Source: an optimization exercise on an open RTL-to-GDS flow (aim: small area and a short achievable clock period). Production flows keep margins and buffers that such runs may drop. Where RTL was checked, it was by simulation tests only, not by an equivalence proof against the original. Power is estimated from default activity; no workload was simulated.

==> module pocsag_rx, before the edit <==
module pocsag_rx (
    input  wire        clk,
    input  wire        rst,
    input  wire        in_valid,
    input  wire [15:0] in_sample,
    output reg         pre_found,
    output reg         sync_found,
    output wire        out_valid,
    output wire [3:0]  out_index,
    output wire [31:0] out_word,
    output wire        out_fail,
    output wire        out_addr
);
    localparam [31:0] SYNC_WORD = 32'h7CD215D8;
    localparam [1:0] S_PRE   = 2'd0,
                     S_SYNC  = 2'd1,
                     S_BATCH = 2'd2;
    wire        acc = in_valid & ~rst;
    wire        sg  = in_sample[15];
    reg  [1:0]  icnt;          
    reg         v_r;           
    reg         vg_r;          
    reg         l_r;           
    reg  [15:0] s_r;           
    reg         ci_r;          
    reg  [15:0] a_r;           
    reg  [22:0] magp;
    reg  [24:0] c_r;
    wire [15:0] a_in;
    wire [22:0] magp_n;
    wire [24:0] c_n;
    wire [24:0] rs_n, rk_n;
    slc_abs u_abs (
        .s (in_sample),
        .a (a_in)
    );
    slc_upd u_upd (
        .v      (v_r),
        .vg     (vg_r),
        .l      (l_r),
        .magp   (magp),
        .c      (c_r),
        .s      (s_r),
        .q      (s_r ^ {16{ci_r}}),    
        .ci     (ci_r),
        .a      (a_r),
        .magp_n (magp_n),
        .c_n    (c_n),
        .rs     (rs_n),
        .rk     (rk_n)
    );
    always @(posedge clk) begin
        l_r  <= (icnt == 2'd3);
        vg_r <= acc;
        s_r  <= acc ? in_sample : 16'd0;
        ci_r <= acc & ~sg;
        a_r  <= acc ? a_in : 16'd0;
        if (rst) begin
            icnt <= 2'd0;
            v_r  <= 1'b0;
            magp <= 23'd0;
            c_r  <= 25'd0;
        end else begin
            if (in_valid)
                icnt <= icnt + 2'd1;
            v_r  <= in_valid;
            magp <= magp_n;
            c_r  <= c_n;
        end
    end
    reg  [1:0]   state;
    reg  [31:0]  sr;           
    reg  [31:0]  xr;           
    reg  [511:0] fq;           
    wire in_pre   = (state == S_PRE);
    wire in_sync  = (state == S_SYNC);
    wire in_batch = (state == S_BATCH);
    reg  m0_r, m1_r;           
    reg  sm_r;                 
    wire b, pre_d, sync_d;
    wire dv = acc & (icnt == 2'd3);
    slc_dec u_dec (
        .s       (in_sample),
        .rs      (rs_n),
        .rk      (rk_n),
        .dv      (dv),
        .in_pre  (in_pre),
        .in_sync (in_sync),
        .m0      (m0_r),
        .m1      (m1_r),
        .sm      (sm_r),
        .b       (b),
        .pre_d   (pre_d),
        .sync_d  (sync_d)
    );
    reg bv_r, b_r;             
    always @(posedge clk) begin
        bv_r       <= dv;
        b_r        <= b;
        pre_found  <= pre_d;
        sync_found <= sync_d;
    end
    reg  [9:0] pheld;
    reg  [9:0] ptrans;
    wire       pfull   = (pheld == 10'd576);
    wire       held    = (pheld != 10'd0);
    wire       t_sub   = pfull & (fq[511] ^ fq[479]);
    wire       inc0    = held &  sr[0];
    wire       inc1    = held & ~sr[0];
    wire       nfull   = pfull | (pheld == 10'd575);
    wire       ge518   = (ptrans >= 10'd518);
    wire       ge519   = (ptrans >= 10'd519);
    wire       ge520   = (ptrans >= 10'd520);
    reg  [4:0] scnt;
    reg  [3:0] widx;
    always @(posedge clk) begin
        m0_r <= nfull & ((inc0 & ~t_sub) ? ge518 : (~inc0 & t_sub) ? ge520 : ge519);
        m1_r <= nfull & ((inc1 & ~t_sub) ? ge518 : (~inc1 & t_sub) ? ge520 : ge519);
        sm_r <= (scnt == 5'd31) && (sr[30:0] == SYNC_WORD[31:1]);
    end
    wire inc  = b_r ? inc1 : inc0;
    wire pm_r = b_r ? m1_r : m0_r;
    reg        start_r;
    reg        ovalid;
    reg  [3:0] oidx;
    reg        ofail, oaddr;
    wire push     = bv_r & in_batch & (scnt == 5'd31);
    wire complete = push & (widx == 4'd15);
    wire load     = start_r | (ovalid & (oidx != 4'd15));
    wire [31:0] head = fq[511:480];
    wire [31:0] corr;
    wire        cfail;
    pocsag_bch u_bch (
        .cw_in  (head),
        .cw_out (corr),
        .fail   (cfail)
    );
    always @(posedge clk) begin
        if (rst) begin
            start_r <= 1'b0;
            ovalid  <= 1'b0;
        end else begin
            start_r <= complete;
            ovalid  <= load;
        end
        if (load) begin
            oidx  <= start_r ? 4'd0 : oidx + 4'd1;
            ofail <= cfail;
            oaddr <= ~head[31];
        end
    end
    wire [31:0] fq_in;
    genvar j;
    generate
        for (j = 0; j < 32; j = j + 1) begin : g_in
            if (j == 0) begin : g0
                assign fq_in[j] = in_pre ? xr[31] : b_r;
            end else begin : gj
                assign fq_in[j] = in_pre ? fq[15*32 + j - 1] : sr[j-1];
            end
        end
    endgenerate
    wire fq_en = (bv_r & in_pre) | push | load;
    always @(posedge clk) begin
        if (bv_r)
            sr <= {sr[30:0], b_r};
        if (in_pre) begin
            if (bv_r)
                xr <= {xr[30:0], sr[31]};
        end else if (load) begin
            xr <= corr;
        end
        if (fq_en)
            fq <= {fq[479:0], fq_in};
    end
    always @(posedge clk) begin
        if (rst) begin
            state  <= S_PRE;
            pheld  <= 10'd0;
            ptrans <= 10'd0;
            scnt   <= 5'd0;
            widx   <= 4'd0;
        end else if (bv_r) begin
            case (state)
                S_PRE: begin
                    if (pm_r) begin
                        pheld  <= 10'd0;
                        ptrans <= 10'd0;
                        scnt   <= 5'd0;
                        state  <= S_SYNC;
                    end else begin
                        if (!pfull)
                            pheld <= pheld + 10'd1;
                        if (inc & ~t_sub)
                            ptrans <= ptrans + 10'd1;
                        else if (~inc & t_sub)
                            ptrans <= ptrans - 10'd1;
                    end
                end
                S_SYNC: begin
                    if (sm_r & ~b_r) begin
                        scnt  <= 5'd0;
                        widx  <= 4'd0;
                        state <= S_BATCH;
                    end else if (scnt != 5'd31) begin
                        scnt <= scnt + 5'd1;
                    end
                end
                S_BATCH: begin
                    scnt <= scnt + 5'd1;
                    if (scnt == 5'd31) begin
                        widx <= widx + 4'd1;
                        if (widx == 4'd15)
                            state <= S_SYNC;
                    end
                end
                default: state <= S_PRE;
            endcase
        end
    end
    assign out_valid = ovalid;
    assign out_index = oidx;
    assign out_word  = xr;
    assign out_fail  = ofail;
    assign out_addr  = oaddr;
endmodule
clock: 12.0 ns
lec_check: 0
cap_margin: 20
core_margin: 2
core_utilization: 40
cts_buf_list: sky130_fd_sc_hd__clkbuf_8
slew_margin: 20
synth_hierarchical: 1
standard.sh (not shown) runs the stock make flow with config.mk's settings and CLKGATE_MAP_FILE= SYNTH_SCRIPT=/design/flow/synth_recipe.tcl, a recipe that flattens the netlist after the stock synthesis.
==> flow/flow/run.sh <==
#!/bin/bash
# The standard layout (standard synthesis and the ORFS steps unchanged),
# with two differences:
# - the port buffers that buffer_ports inserts are sky130_fd_sc_hd__buf_4
#   instead of the cell it picks by default (clkdlybuf4s50_1, a delay
#   cell); every input and output port still gets its own buffer;
# - repair_timing works on every path with less than 8 ns of setup slack
#   (SETUP_SLACK_MARGIN), so it sizes up the gates on the critical paths.
#   The clock period and the constraints are the standard flow's own.
# make's output goes to standard.log; ORFS keeps each step's log under
# orfs/logs.
set -euo pipefail
export BUFFER_PORTS_ARGS="-buffer_cell sky130_fd_sc_hd__buf_4"
export SETUP_SLACK_MARGIN=8
bash standard.sh > standard.log 2>&1
==> next run, changes <==
--- a/flow/design.v
+++ b/flow/design.v
@@ -364,10 +364,11 @@
     reg  [1:0]  icnt;          
     reg         v_r;           
     reg         vg_r;          
     reg         l_r;           
     reg  [15:0] s_r;           
+    reg  [15:0] q_r;           
     reg         ci_r;          
     reg  [15:0] a_r;           
     reg  [22:0] magp;
     reg  [24:0] c_r;
     wire [15:0] a_in;
@@ -383,11 +384,11 @@
         .vg     (vg_r),
         .l      (l_r),
         .magp   (magp),
         .c      (c_r),
         .s      (s_r),
-        .q      (s_r ^ {16{ci_r}}),    
+        .q      (q_r),
         .ci     (ci_r),
         .a      (a_r),
         .magp_n (magp_n),
         .c_n    (c_n),
         .rs     (rs_n),
@@ -395,10 +396,11 @@
     );
     always @(posedge clk) begin
         l_r  <= (icnt == 2'd3);
         vg_r <= acc;
         s_r  <= acc ? in_sample : 16'd0;
+        q_r  <= acc ? (in_sample ^ {16{~sg}}) : 16'd0;
         ci_r <= acc & ~sg;
         a_r  <= acc ? a_in : 16'd0;
         if (rst) begin
             icnt <= 2'd0;
             v_r  <= 1'b0;
What happened:
- wire length came out lower by 2.7%
- via count increases by 0.80%
- clock-buffer cell count goes up by 4
- die area grows by 1.4%
- maximum frequency went up by 0.55%
- total power goes down by 5.2%
- non-clock buffer count fell by 44
- sequential share of layout area rises by 1.3 points
- core utilization came out lower by 1.3 points
No functional check of the RTL was part of any run of this note.

---

pocsag_rx, a different RTL version from the one above (not shown whole).
Size in the first run: ~2500 cells after synthesis, ~60 I/O pins, about 0.034 sq mm of cells after synthesis.
clock: 12.0 ns
lec_check: 0
cap_margin: 20
core_margin: 2
core_utilization: 40
cts_buf_list: sky130_fd_sc_hd__clkbuf_8
place_density: 0.75
slew_margin: 20
synth_hierarchical: 1
Scripts as last shown in full above: flow/flow/run.sh
==> next run, changes <==
--- a/flow/design.v
+++ b/flow/design.v
@@ -483,47 +483,33 @@
     assign gn = ~(g | (p & gl));
 endmodule
 module cl_gpo (input wire gn, input wire pn, input wire gln, input wire pln,
                output wire g, output wire p);
     assign g = ~(gn & (pn | gln));
     assign p = ~(pn | pln);
 endmodule
-module pocsag_bch_syn (
-    input  wire [31:0] cw_in,
-    output reg  [10:0] syn
-);
-    localparam [32*11-1:0] SYN_TAB = {
-        11'h769, 11'h3B5, 11'h1DB, 11'h785, 11'h3C3, 11'h689, 11'h345, 11'h1A3,
-        11'h7B9, 11'h3DD, 11'h1EF, 11'h79F, 11'h4A7, 11'h53B, 11'h5F5, 11'h2FB,
-        11'h615, 11'h30B, 11'h6ED, 11'h377, 11'h6D3, 11'h401, 11'h201, 11'h101,
-        11'h081, 11'h041, 11'h021, 11'h011, 11'h009, 11'h005, 11'h003, 11'h001
-    };
-    integer p;
-    always @* begin
-        syn = 11'd0;
-        for (p = 0; p < 32; p = p + 1)
-            if (cw_in[p])
-                syn = syn ^ SYN_TAB[p*11 +: 11];
-    end
-endmodule
 module pocsag_bch (
     input  wire [31:0] cw_in,
-    input  wire [10:0] syn,        
     output reg  [31:0] cw_out,
     output reg         fail
 );
     localparam [32*11-1:0] SYN_TAB = {
         11'h769, 11'h3B5, 11'h1DB, 11'h785, 11'h3C3, 11'h689, 11'h345, 11'h1A3,
         11'h7B9, 11'h3DD, 11'h1EF, 11'h79F, 11'h4A7, 11'h53B, 11'h5F5, 11'h2FB,
         11'h615, 11'h30B, 11'h6ED, 11'h377, 11'h6D3, 11'h401, 11'h201, 11'h101,
         11'h081, 11'h041, 11'h021, 11'h011, 11'h009, 11'h005, 11'h003, 11'h001
     };
+    reg [10:0] syn;
     reg [31:0] flip;
     integer p;
     always @* begin
+        syn = 11'd0;
+        for (p = 0; p < 32; p = p + 1)
+            if (cw_in[p])
+                syn = syn ^ SYN_TAB[p*11 +: 11];
         flip = 32'd0;
         for (p = 0; p < 32; p = p + 1)
             if (syn == SYN_TAB[p*11 +: 11])
                 flip[p] = 1'b1;
         cw_out = cw_in ^ flip;
         fail   = (syn != 11'd0) && (flip == 32'd0);
     end
@@ -660,26 +646,16 @@
     reg        ofail, oaddr;
     wire push     = bv_r & in_batch & (scnt == 5'd31);
     wire complete = push & (widx == 4'd15);
     wire load     = start_r | (ovalid & (oidx != 4'd15));
     wire [31:0] head = fq[511:480];
     wire [31:0] corr;
     wire        cfail;
-    wire [10:0] syn_next;
-    reg  [10:0] syn_r;
-    pocsag_bch_syn u_syn (
-        .cw_in (fq[479:448]),
-        .syn   (syn_next)
-    );
-    always @(posedge clk)
-        if (push | load)
-            syn_r <= syn_next;
     pocsag_bch u_bch (
         .cw_in  (head),
-        .syn    (syn_r),
         .cw_out (corr),
         .fail   (cfail)
     );
     always @(posedge clk) begin
         if (rst) begin
             start_r <= 1'b0;
             ovalid  <= 1'b0;
@@ -699,28 +675,23 @@
                 assign fq_in[j] = in_pre ? xr[31] : b_r;
             end else begin : gj
                 assign fq_in[j] = in_pre ? fq[15*32 + j - 1] : sr[j-1];
             end
         end
     endgenerate
     wire fq_en = (bv_r & in_pre) | push | load;
-    wire [31:0] xr_hold;
-    generate
-        for (j = 0; j < 32; j = j + 1) begin : g_xh
-            if (j == 0) begin : g_h0
-                cl_mux u_h (.s(bv_r), .a(xr[0]), .b(sr[31]), .y(xr_hold[0]));
-            end else begin : g_hj
-                cl_mux u_h (.s(bv_r), .a(xr[j]), .b(xr[j-1]), .y(xr_hold[j]));
-            end
-        end
-    endgenerate
     always @(posedge clk) begin
         if (bv_r)
             sr <= {sr[30:0], b_r};
-        xr <= in_pre ? xr_hold : corr;
+        if (in_pre) begin
+            if (bv_r)
+                xr <= {xr[30:0], sr[31]};
+        end else begin
+            xr <= corr;
+        end
         if (fq_en)
             fq <= {fq[479:0], fq_in};
     end
     always @(posedge clk) begin
         if (rst) begin
             state  <= S_PRE;
             pheld  <= 10'd0;
The changed run went through all stages and came out clean.
Synthesized cell count came out lower by 1.4%.
Worst setup slack gains 0.026 ns.
Clock power is lower by about 7%.
Clock-buffer cell count falls by 13.
Non-clock buffer count goes down by 7.
Core utilization hardly moves.
Flip-flop and latch count fell by 11.
Design area came out lower by 1.8%.
Power decreases by 4.0%.
No functional check of the RTL was part of any run of this note.

---

## v6
pocsag_rx, a different RTL version from the one above (not shown whole).
For scale: about 60 I/O pins.
==> module pocsag_rx, before the edit <==
module pocsag_rx (
    input  wire        clk,
    input  wire        rst,
    input  wire        in_valid,
    input  wire [15:0] in_sample,
    output wire        pre_found,
    output wire        sync_found,
    output wire        out_valid,
    output wire [3:0]  out_index,
    output wire [31:0] out_word,
    output wire        out_fail,
    output wire        out_addr
);
    localparam [31:0] SYNC_WORD = 32'h7CD215D8;
    localparam [1:0] S_PRE   = 2'd0,
                     S_SYNC  = 2'd1,
                     S_BATCH = 2'd2;
    wire        acc = in_valid & ~rst;
    wire        sg  = in_sample[15];
    reg  [1:0]  icnt;          
    reg         v_r;           
    reg         vg_r;          
    reg         l_r;           
    reg  [15:0] s_r;           
    reg         ci_r;          
    reg         c7_r;          
    reg  [15:0] a_r;           
    reg  [22:0] magp;
    reg  [24:0] c_r;
    wire [15:0] a_in;
    wire [22:0] magp_n;
    wire [24:0] c_n;
    wire [24:0] rs_n, rk_n;
    slc_abs u_abs (
        .s (in_sample),
        .a (a_in)
    );
    slc_upd u_upd (
        .v      (v_r),
        .vg     (vg_r),
        .l      (l_r),
        .magp   (magp),
        .c      (c_r),
        .s      (s_r),
        .q      (s_r ^ {16{ci_r}}),    
        .ci     (ci_r),
        .a      (a_r),
        .c7     (c7_r),
        .magp_n (magp_n),
        .c_n    (c_n),
        .rs     (rs_n),
        .rk     (rk_n)
    );
    always @(posedge clk) begin
        l_r  <= (icnt == 2'd3);
        vg_r <= acc;
        s_r  <= acc ? in_sample : 16'd0;
        ci_r <= acc & ~sg;
        c7_r <= acc & ({1'b0, magp_n[6:0]} + {1'b0, a_in[6:0]} > 8'd127);
        a_r  <= acc ? a_in : 16'd0;
        if (rst) begin
            icnt <= 2'd0;
            v_r  <= 1'b0;
            magp <= 23'd0;
            c_r  <= 25'd0;
        end else begin
            if (in_valid)
                icnt <= icnt + 2'd1;
            v_r  <= in_valid;
            magp <= magp_n;
            c_r  <= c_n;
        end
    end
    reg  [1:0]   state;
    reg  [31:0]  sr;           
    reg  [31:0]  xr;           
    reg  [511:0] fq;           
    wire in_pre   = (state == S_PRE);
    wire in_sync  = (state == S_SYNC);
    wire in_batch = (state == S_BATCH);
    reg  m0_r, m1_r;           
    reg  sm_r;                 
    wire b_n, pre_dn, sync_dn;
    wire dv = acc & (icnt == 2'd3);
    slc_dec u_dec (
        .s       (in_sample),
        .rs      (rs_n),
        .rk      (rk_n),
        .dv      (dv),
        .in_pre  (in_pre),
        .in_sync (in_sync),
        .m0      (m0_r),
        .m1      (m1_r),
        .sm      (sm_r),
        .b_n     (b_n),
        .pre_dn  (pre_dn),
        .sync_dn (sync_dn)
    );
    reg bv_r, b_rn, pre_rn, sync_rn;
    always @(posedge clk) begin
        bv_r    <= dv;
        b_rn    <= b_n;
        pre_rn  <= pre_dn;
        sync_rn <= sync_dn;
    end
    wire b_r = ~b_rn;
    assign pre_found  = ~pre_rn;
    assign sync_found = ~sync_rn;
    reg  [9:0] pheld;
    reg  [9:0] ptrans;
    wire       pfull   = (pheld == 10'd576);
    wire       held    = (pheld != 10'd0);
    wire       t_sub   = pfull & (fq[511] ^ fq[479]);
    wire       inc0    = held &  sr[0];
    wire       inc1    = held & ~sr[0];
    wire       nfull   = pfull | (pheld == 10'd575);
    wire       ge518   = (ptrans >= 10'd518);
    wire       ge519   = (ptrans >= 10'd519);
    wire       ge520   = (ptrans >= 10'd520);
    reg  [4:0] scnt;
    reg  [3:0] widx;
    always @(posedge clk) begin
        m0_r <= nfull & ((inc0 & ~t_sub) ? ge518 : (~inc0 & t_sub) ? ge520 : ge519);
        m1_r <= nfull & ((inc1 & ~t_sub) ? ge518 : (~inc1 & t_sub) ? ge520 : ge519);
        sm_r <= (scnt == 5'd31) && (sr[30:0] == SYNC_WORD[31:1]);
    end
    wire inc  = b_r ? inc1 : inc0;
    wire pm_r = b_r ? m1_r : m0_r;
    reg        start_r;
    reg        ovalid;
    reg  [3:0] oidx;
    reg        ofail, oaddr;
    wire push     = bv_r & in_batch & (scnt == 5'd31);
    wire complete = push & (widx == 4'd15);
    wire load     = start_r | (ovalid & (oidx != 4'd15));
    wire [31:0] head = fq[511:480];
    wire [31:0] corr;
    wire        cfail;
    pocsag_bch u_bch (
        .cw_in  (head),
        .cw_out (corr),
        .fail   (cfail)
    );
    always @(posedge clk) begin
        if (rst) begin
            start_r <= 1'b0;
            ovalid  <= 1'b0;
        end else begin
            start_r <= complete;
            ovalid  <= load;
        end
        if (load) begin
            oidx  <= start_r ? 4'd0 : oidx + 4'd1;
            ofail <= cfail;
            oaddr <= ~head[31];
        end
    end
    wire [31:0] fq_in;
    genvar j;
    generate
        for (j = 0; j < 32; j = j + 1) begin : g_in
            if (j == 0) begin : g0
                assign fq_in[j] = in_pre ? xr[31] : b_r;
            end else begin : gj
                assign fq_in[j] = in_pre ? fq[15*32 + j - 1] : sr[j-1];
            end
        end
    endgenerate
    wire fq_en = (bv_r & in_pre) | push | load;
    always @(posedge clk) begin
        if (bv_r)
            sr <= {sr[30:0], b_r};
        if (in_pre) begin
            if (bv_r)
                xr <= {xr[30:0], sr[31]};
        end else if (load) begin
            xr <= corr;
        end
        if (fq_en)
            fq <= {fq[479:0], fq_in};
    end
    always @(posedge clk) begin
        if (rst) begin
            state  <= S_PRE;
            pheld  <= 10'd0;
            ptrans <= 10'd0;
            scnt   <= 5'd0;
            widx   <= 4'd0;
        end else if (bv_r) begin
            case (state)
                S_PRE: begin
                    if (pm_r) begin
                        pheld  <= 10'd0;
                        ptrans <= 10'd0;
                        scnt   <= 5'd0;
                        state  <= S_SYNC;
                    end else begin
                        if (!pfull)
                            pheld <= pheld + 10'd1;
                        if (inc & ~t_sub)
                            ptrans <= ptrans + 10'd1;
                        else if (~inc & t_sub)
                            ptrans <= ptrans - 10'd1;
                    end
                end
                S_SYNC: begin
                    if (sm_r & ~b_r) begin
                        scnt  <= 5'd0;
                        widx  <= 4'd0;
                        state <= S_BATCH;
                    end else if (scnt != 5'd31) begin
                        scnt <= scnt + 5'd1;
                    end
                end
                S_BATCH: begin
                    scnt <= scnt + 5'd1;
                    if (scnt == 5'd31) begin
                        widx <= widx + 4'd1;
                        if (widx == 4'd15)
                            state <= S_SYNC;
                    end
                end
                default: state <= S_PRE;
            endcase
        end
    end
    assign out_valid = ovalid;
    assign out_index = oidx;
    assign out_word  = xr;
    assign out_fail  = ofail;
    assign out_addr  = oaddr;
endmodule
clock: 12.0 ns
lec_check: 0
cap_margin: 20
core_margin: 2
core_utilization: 40
cts_buf_list: sky130_fd_sc_hd__clkbuf_8
slew_margin: 20
synth_hierarchical: 1
Scripts as last shown in full above: flow/flow/run.sh
## Diff of input files: v7 against v6
diff --git a/flow/design.v b/flow/design.v
--- a/flow/design.v
+++ b/flow/design.v
@@ -378,10 +378,11 @@
     reg  [1:0]  icnt;          
     reg         v_r;           
     reg         vg_r;          
     reg         l_r;           
     reg  [15:0] s_r;           
+    reg  [15:0] q_r;           
     reg         ci_r;          
     reg         c7_r;          
     reg  [15:0] a_r;           
     reg  [22:0] magp;
     reg  [24:0] c_r;
@@ -398,11 +399,11 @@
         .vg     (vg_r),
         .l      (l_r),
         .magp   (magp),
         .c      (c_r),
         .s      (s_r),
-        .q      (s_r ^ {16{ci_r}}),    
+        .q      (q_r),
         .ci     (ci_r),
         .a      (a_r),
         .c7     (c7_r),
         .magp_n (magp_n),
         .c_n    (c_n),
@@ -411,10 +412,11 @@
     );
     always @(posedge clk) begin
         l_r  <= (icnt == 2'd3);
         vg_r <= acc;
         s_r  <= acc ? in_sample : 16'd0;
+        q_r  <= acc ? (in_sample ^ {16{~sg}}) : 16'd0;
         ci_r <= acc & ~sg;
         c7_r <= acc & ({1'b0, magp_n[6:0]} + {1'b0, a_in[6:0]} > 8'd127);
         a_r  <= acc ? a_in : 16'd0;
         if (rst) begin
             icnt <= 2'd0;
No stage failed in v6, and the final checks on the layout all came back clean.
v7 finished every step from synthesis to the final layout, and the layout passed the timing, DRC and antenna checks.
For routed wire length, v7 and v6 come out practically identical.
The clock buffer and inverter area fraction after layout of v6 and that of v7 are within noise of each other.
Measured against each other, v7 and v6 differ in fraction of final layout cells sized beyond drive strength 1, the higher figure coming from v6.
v6 → v7: growth of design area from synthesis to finish went down by 1.8 points; average wire length per cell after detail routing went down by 0.054 um; number of vias in the routed layout was more or less identical; period utilization went down by 1.2 points.
Buffers plus inverters on the worst setup path in v7 vs v6: up 3
Delta (v7 minus v6): footprint of the multi-input gates moved down; critical path required time level; fraction of area in multi-input gates moved down; number of instances in the synthesized netlist moved up; design area moved down.
The RTL of v7 was laid out without a check of its function.

what the ideal ports hide:
In the flow no input, the clock included, has a driving cell. The finished layouts below were timed again as built, in two steps. Step 1: set_driving_cell puts a clkbuf_16 on clk and a buf_2 on each other input, an assumption about the parent block. Step 2 also shifts input and output timing later by t, the mid clock arrival at the registers, as if the neighbouring blocks saw the same clock. Slacks: ideal / step 1 / step 2; pairs: ideal / step 1.
run	shift t [ns]	setup WS [ns]	worst hold slack (ns)	worst slew at a driven data input, ns	pins driven straight from the clock port
the first run of note 1	0.762	7.577 / 7.548 / 6.786	0.401 / 0.401 / 0.401	0.14	1
the second run of note 1	0.750	7.601 / 7.567 / 6.817	0.391 / 0.391 / 0.391	0.13	1
the first run of note 2	0.771	8.137 / 8.103 / 7.344	0.381 / 0.381 / 0.381	0.08	1
the second run of note 2	0.764	8.163 / 8.062 / 7.298	0.363 / 0.363 / 0.363	0.23	1
v6	0.768	7.752 / 7.752 / 7.121	0.383 / 0.383 / 0.383	0.08	1
v7	0.761	7.895 / 7.895 / 7.170	0.376 / 0.376 / 0.376	0.18	1
After both steps every run listed still meets setup and hold. The setup slack of the second run of note 2, which loses most, moves by -0.101 ns with the drivers and by -0.865 ns with both steps.
